From an optimization exercise on the open Yosys and OpenROAD flow, aimed at small area; shortcuts taken in it are not production practice.
Only simulation tests tie the RTL to the original design; equivalence was not proved.
Power figures rest on the tool's default switching activity, not on a simulated workload.

==> flow/design.v (excerpt) <==
module bqcore (
    input  wire        clk,
    input  wire        rst,           
    input  wire        host_valid,
    input  wire        host_we,
    input  wire        host_size,     
    input  wire [6:0]  host_addr,
    input  wire [31:0] host_wdata,
    output reg         host_ack,
    output reg         host_err,
    output wire [31:0] host_rdata,
    output wire        treq_valid,
    output reg  [1:0]  treq_kind,     
    output wire [6:0]  treq_dev,
    output reg  [1:0]  treq_len,      
    output wire [23:0] treq_data,     
    output wire [15:0] treq_ms,       
    input  wire        trsp_valid,
    input  wire [1:0]  trsp_kind,     
    input  wire [15:0] trsp_data,     
    output wire        irq
);
==> flow/config.mk <==
export PLATFORM = sky130hd
export DESIGN_NAME = bqcore
export DESIGN_NICKNAME = bqcore
export VERILOG_FILES = /design/flow/design.v
export SDC_FILE = /design/flow/constraint.sdc
export NUM_CORES = 4
export LEC_CHECK = 0
export CAP_MARGIN = 20
export CORE_MARGIN = 2
export CORE_UTILIZATION = 30
export PLACE_DENSITY = 0.45
export SLEW_MARGIN = 20
==> flow/constraint.sdc <==
create_clock -name core_clock -period 10.0 [get_ports {clk}]
set_input_delay 2.0000 -clock core_clock [delete_from_list [all_inputs] [get_ports {clk}]]
set_output_delay 2.0000 -clock core_clock [all_outputs]
set_load 0.01 [all_outputs]
standard.sh (not shown) runs the stock make flow with config.mk's settings and CLKGATE_MAP_FILE= SYNTH_SCRIPT=/design/flow/synth_recipe.tcl, a recipe that flattens the netlist after the stock synthesis.
==> flow/flow/run.sh <==
#!/bin/bash
# Layout flow: the standard flow (standard.sh, unchanged synthesis) with
# three layout settings changed:
#  - ports are buffered with the smallest buffer (buf_1) instead of the
#    default clkdlybuf4s50_1; repair_design still resizes them where needed;
#  - clock tree synthesis inserts no dummy loads and uses larger sink
#    clusters, so fewer clock buffers are needed.
# Each tool's full output goes to the ORFS logs under orfs/logs/, and make's
# own output to standard.log in this folder.
set -euo pipefail
export BUFFER_PORTS_ARGS="-buffer_cell sky130_fd_sc_hd__buf_1"
export CTS_ARGS="-sink_clustering_enable -repair_clock_nets -dont_use_dummy_load -buf_list sky130_fd_sc_hd__clkbuf_8 -sink_clustering_size 16 -sink_clustering_max_diameter 80"
bash standard.sh > standard.log 2>&1
The baseline went through all stages and came out clean.
Rerun with:
--- a/flow/flow/run.sh
+++ b/flow/flow/run.sh
@@ -10,4 +10,4 @@
 set -euo pipefail
 export BUFFER_PORTS_ARGS="-buffer_cell sky130_fd_sc_hd__buf_1"
-export CTS_ARGS="-sink_clustering_enable -repair_clock_nets -dont_use_dummy_load -buf_list sky130_fd_sc_hd__clkbuf_8 -sink_clustering_size 16 -sink_clustering_max_diameter 80"
+export CTS_ARGS="-sink_clustering_enable -repair_clock_nets -dont_use_dummy_load -buf_list sky130_fd_sc_hd__clkbuf_8 -sink_clustering_size 18 -sink_clustering_max_diameter 45"
 bash standard.sh > standard.log 2>&1
CORE_UTILIZATION = 40   (was 30)
PLACE_DENSITY = 0.6   (was 0.45)
After rerunning: Cell area stays flat; sequential share of layout area stays flat; wire length falls by about 9%; setup slack is worse by 0.11 ns; utilization is higher by 11 points; maximum frequency is lower by about 1.6%; register-to-register slack degrades by 0.11 ns; final cell count went down by 7.9%; critical path depth is unchanged.
Rerun with:
--- a/flow/flow/run.sh
+++ b/flow/flow/run.sh
@@ -10,4 +10,4 @@
 set -euo pipefail
 export BUFFER_PORTS_ARGS="-buffer_cell sky130_fd_sc_hd__buf_1"
-export CTS_ARGS="-sink_clustering_enable -repair_clock_nets -dont_use_dummy_load -buf_list sky130_fd_sc_hd__clkbuf_8 -sink_clustering_size 18 -sink_clustering_max_diameter 45"
+export CTS_ARGS="-sink_clustering_enable -repair_clock_nets -dont_use_dummy_load -buf_list sky130_fd_sc_hd__clkbuf_8 -sink_clustering_size 16 -sink_clustering_max_diameter 80"
 bash standard.sh > standard.log 2>&1
CORE_UTILIZATION = 55   (was 40)
PLACE_DENSITY = 0.7   (was 0.6)
Final area came out lower by 2.5%.
Sequential power stays flat.
Cell count came out lower by 9.0%.
Total power came out lower by 5.8%.
Non-clock buffer count came out lower by 1.
Setup slack is better by 0.15 ns.
Rerun with:
--- a/flow/flow/run.sh
+++ b/flow/flow/run.sh
@@ -10,4 +10,4 @@
 set -euo pipefail
 export BUFFER_PORTS_ARGS="-buffer_cell sky130_fd_sc_hd__buf_1"
-export CTS_ARGS="-sink_clustering_enable -repair_clock_nets -dont_use_dummy_load -buf_list sky130_fd_sc_hd__clkbuf_8 -sink_clustering_size 16 -sink_clustering_max_diameter 80"
+export CTS_ARGS="-sink_clustering_enable -repair_clock_nets -dont_use_dummy_load -buf_list sky130_fd_sc_hd__clkbuf_8 -sink_clustering_size 18 -sink_clustering_max_diameter 80"
 bash standard.sh > standard.log 2>&1
CORE_UTILIZATION = 40   (was 55)
PLACE_DENSITY = 0.6   (was 0.7)
Effect: The new run ran to the end with no violations. Clock-buffer cell count fell by 4. Hold slack barely changes. Clock skew rose by 0.016 ns. Cell area came out higher slightly. Wire length grows by a few percent. Synthesized cell count is unchanged. Die area came out higher by well over a third. Power decreases slightly. Non-clock buffer count increases by 1.

re-timing with driven ports:
How much do the figures lean on ideal ports? The routed layouts below were timed once more, with nothing changed but the port constraints. Step 1, drivers: a clkbuf_16 drives clk and a buf_2 each remaining input, both assumed. Step 2 adds t to the input delays and takes it off the output delays; t is the mean of the earliest and latest rising clock arrival at the registers after step 1. Input paths then give back, and output paths get back, about the clock's delay inside the block. Three values: no drivers, after step 1, after step 2; two values: the first two.
run | shift t [ns] | slack for setup (ns) | slew at the worst register clock pin (ns) | cell pins on the clock port's net
the first run | 0.692 | 3.339 / 3.339 / 3.339 | 0.11 / 0.11 | 1
the second run | 0.727 | 3.232 / 3.232 / 3.232 | 0.10 / 0.10 | 1
the third run | 0.694 | 3.381 / 3.381 / 3.381 | 0.11 / 0.11 | 1
the fourth run | 0.704 | 3.246 / 3.246 / 3.246 | 0.12 / 0.12 | 1
After both steps every run listed still meets setup and hold.
